Background: an optimization exercise with open tools, aiming at small area, a short achievable clock period and few clock cycles. Do not read the settings as production practice.
Only simulation tests tie the RTL to the original design; equivalence was not proved.

## build 36
Design rudp_codec, start of the top module:
module rudp_codec (
    input  wire        clk,
    input  wire        rst,
    input  wire [11:0] hb_addr,
    input  wire [31:0] hb_wdata,
    input  wire        hb_we,
    input  wire        hb_re,
    output reg  [31:0] hb_rdata,
    output wire        irq
);
clock: 10.0 ns
lec_check: 0
cap_margin: 20
core_margin: 2
core_utilization: 45
setup_slack_margin: 4
slew_margin: 20
tns_end_percent: 5
run.sh (not shown) runs the stock make flow with config.mk's settings and CLKGATE_MAP_FILE= SYNTH_SCRIPT=/design/flow/synth_recipe.tcl, a recipe that flattens the netlist after the stock synthesis.
Testbench counts of build 36, summed over its fixed seeds: cycles 12,675.
Input changes introduced in trial 38 (baseline for comparison: build 36):
--- a/flow/design.v
+++ b/flow/design.v
@@ -42,38 +42,36 @@
     reg [4:0]  irq_pend;    
     reg        busy;        
     reg        is_dec;      
     reg        fs_ok;       
     wire [9:0] wa = hb_addr[11:2];
     wire       in_tx = (wa[9:8] == 2'b01);
     wire       in_cb = (wa[9:8] == 2'b10);
     wire [7:0] wk  = wa[7:0];
-    wire [3:0] rk = hb_addr[5:2];
-    wire rd_tx = (hb_addr[11:10] == 2'b01) && (hb_addr[9:6] == 4'd0) && (rk != 4'd15);
-    wire rd_cb = (hb_addr[11:10] == 2'b10) && (hb_addr[9:6] == 4'd0);
-    wire rd_rg = (hb_addr[11:7] == 5'd0);
-    wire [31:0] tx_word = txbuf[32*rk +: 32];
-    wire [31:0] cb_word = cbuf[32*rk +: 32];
-    reg  [31:0] rg_word;
     always @(*) begin
-        case (hb_addr[6:2])
-            A_ID[4:0]:          rg_word = 32'h52554450;
-            A_PARAM[4:0]:       rg_word = {16'd0 + MAX_PAYLOAD[15:0], 16'd0};
-            A_STATUS[4:0]:      rg_word = {16'd0, err, 1'b0, 2'b00, busy, 7'd0, busy};
-            A_IRQ_ENABLE[4:0]:  rg_word = {27'd0, irq_en};
-            A_IRQ_PENDING[4:0]: rg_word = {27'd0, irq_pend};
-            A_CBUF_LEN[4:0]:    rg_word = {22'd0, cbuf_len};
-            A_DEC_RESULT[4:0]:  rg_word = {dec_flag, 7'd0, dec_valid && dec_exp == dec_rcv, dec_exp, dec_rcv};
-            A_DEC_SEQ[4:0]:     rg_word = {6'd0, 4'd0, dec_plen, dec_seqno};
-            default:            rg_word = 32'd0;
-        endcase
+        hb_rdata = 32'd0;
+        if (in_tx) begin
+            if (wk < TX_WORDS) hb_rdata = txbuf[32*wk +: 32];
+        end else if (in_cb) begin
+            if (wk < CB_WORDS) hb_rdata = cbuf[32*wk +: 32];
+        end else begin
+            case (wa)
+                A_ID:          hb_rdata = 32'h52554450;
+                A_PARAM:       hb_rdata = {16'd0 + MAX_PAYLOAD[15:0], 16'd0};
+                A_STATUS:      hb_rdata = {16'd0, err, 1'b0, 2'b00, busy, 7'd0, busy};
+                A_IRQ_ENABLE:  hb_rdata = {27'd0, irq_en};
+                A_IRQ_PENDING: hb_rdata = {27'd0, irq_pend};
+                A_CBUF_LEN:    hb_rdata = {22'd0, cbuf_len};
+                A_DEC_RESULT:  hb_rdata = {dec_flag, 7'd0, dec_valid && dec_exp == dec_rcv, dec_exp, dec_rcv};
+                A_DEC_SEQ:     hb_rdata = {6'd0, 4'd0, dec_plen, dec_seqno};
+                default:       hb_rdata = 32'd0;
+            endcase
+        end
     end
-    always @(*)
-        hb_rdata = ({32{rd_tx}} & tx_word) | ({32{rd_cb}} & cb_word) | ({32{rd_rg}} & rg_word);
     assign irq = |(irq_pend & irq_en);
     wire [3:0] c_op   = hb_wdata[3:0];
     wire [1:0] c_flag = hb_wdata[5:4];
     wire [9:0] c_len  = hb_wdata[15:6];
     wire [15:0] c_seq = hb_wdata[31:16];
     reg [3:0] c_code;
     always @(*) begin
         if (c_op != 4'd1 && c_op != 4'd2)
@@ -1053,24 +1051,28 @@
         for (g = 0; g < CB_BYTES; g = g + 1) begin : g_cb
             reg [7:0] q;
             if (g == 0) begin : g_sum
                 always @(posedge clk)
                     if (enc_done)
                         q <= fsum;
                     else if (cb_host_we && wk == 0)
                         q <= hb_wdata[7:0];
-            end else begin : g_byte
-                wire       we  = cb_host_we && wk == g / 4;
-                wire       cp  = enc_go && (g < 4 || c_len[5:0] > g - 4);
-                wire [7:0] src = (g < 4) ? hdr_byte[g < 4 ? g : 1] : txbuf[8*(g < 4 ? 0 : g - 4) +: 8];
+            end else if (g < 4) begin : g_hdr
+                always @(posedge clk)
+                    if (cb_host_we && wk == 0)
+                        q <= hb_wdata[8*g +: 8];
+                    else if (enc_go)
+                        q <= hdr_byte[g];
+            end else begin : g_pay
                 always @(posedge clk)
-                    q <= ({8{we}} & hb_wdata[8*(g % 4) +: 8])
-                       | ({8{cp}} & src)
-                       | ({8{!(we || cp)}} & q);
+                    if (cb_host_we && wk == g / 4)
+                        q <= hb_wdata[8*(g % 4) +: 8];
+                    else if (enc_go && c_len[5:0] > g - 4)
+                        q <= txbuf[8*(g-4) +: 8];
             end
             assign cbuf[8*g +: 8] = q;
         end
     endgenerate
     wire len_host_we = !rst && hb_we && wa == A_CBUF_LEN && !busy;
     always @(posedge clk)
         fs_ok <= !(rst || cb_host_we || len_host_we || enc_go);
     reg [4:0] pend_set;
Findings:
- Trial 38 finished all stages; the layout is clean.
- met2 wire length for trial 38: 12,000 um down relative to build 36
- Summary: clock tree skew after final layout, trial 38 better than build 36
- Area of the die deteriorates in trial 38 relative to build 36.
- Looking at setup slack of the critical path after layout, trial 38 sits above build 36.
- Taking build 36 as the reference point, the total number of placement rows of trial 38 rises by about 1.5%.
- In the reports for build 36 and trial 38, the larger number of enable-type register cells in the synthesized netlist belongs to trial 38.
Testbench counts of trial 38, summed over its fixed seeds: cycles 12,675.

## afterwards: timing with drivers on the ports
No port has a modelled driver above. Below, the same layouts with a new extraction and two added sets of constraints.
Step 1: set_driving_cell puts a clkbuf_16 on clk and a buf_2 on each other input, an assumption about the parent block.
Step 2 also shifts input and output timing later by t, the mid clock arrival at the registers, as if the neighbouring blocks saw the same clock.
a / b / c = ideal ports / drivers / drivers and shift; a / b = the first two.
run | shift t [ns] | setup WS [ns] | worst hold slack (ns) | worst register clock-pin slew, ns | pins driven straight from the clock port
build 36 | 0.865 | 3.359 / 2.896 / 2.705 | 0.453 / 0.453 / 0.453 | 0.07 / 0.07 | 1
trial 38 | 0.872 | 3.560 / 3.120 / 3.010 | 0.456 / 0.456 / 0.456 | 0.07 / 0.07 | 1
After both steps setup and hold are still met in every run listed. The setup slack of build 36, which loses most, moves by -0.463 ns with the drivers and by -0.654 ns with both steps.
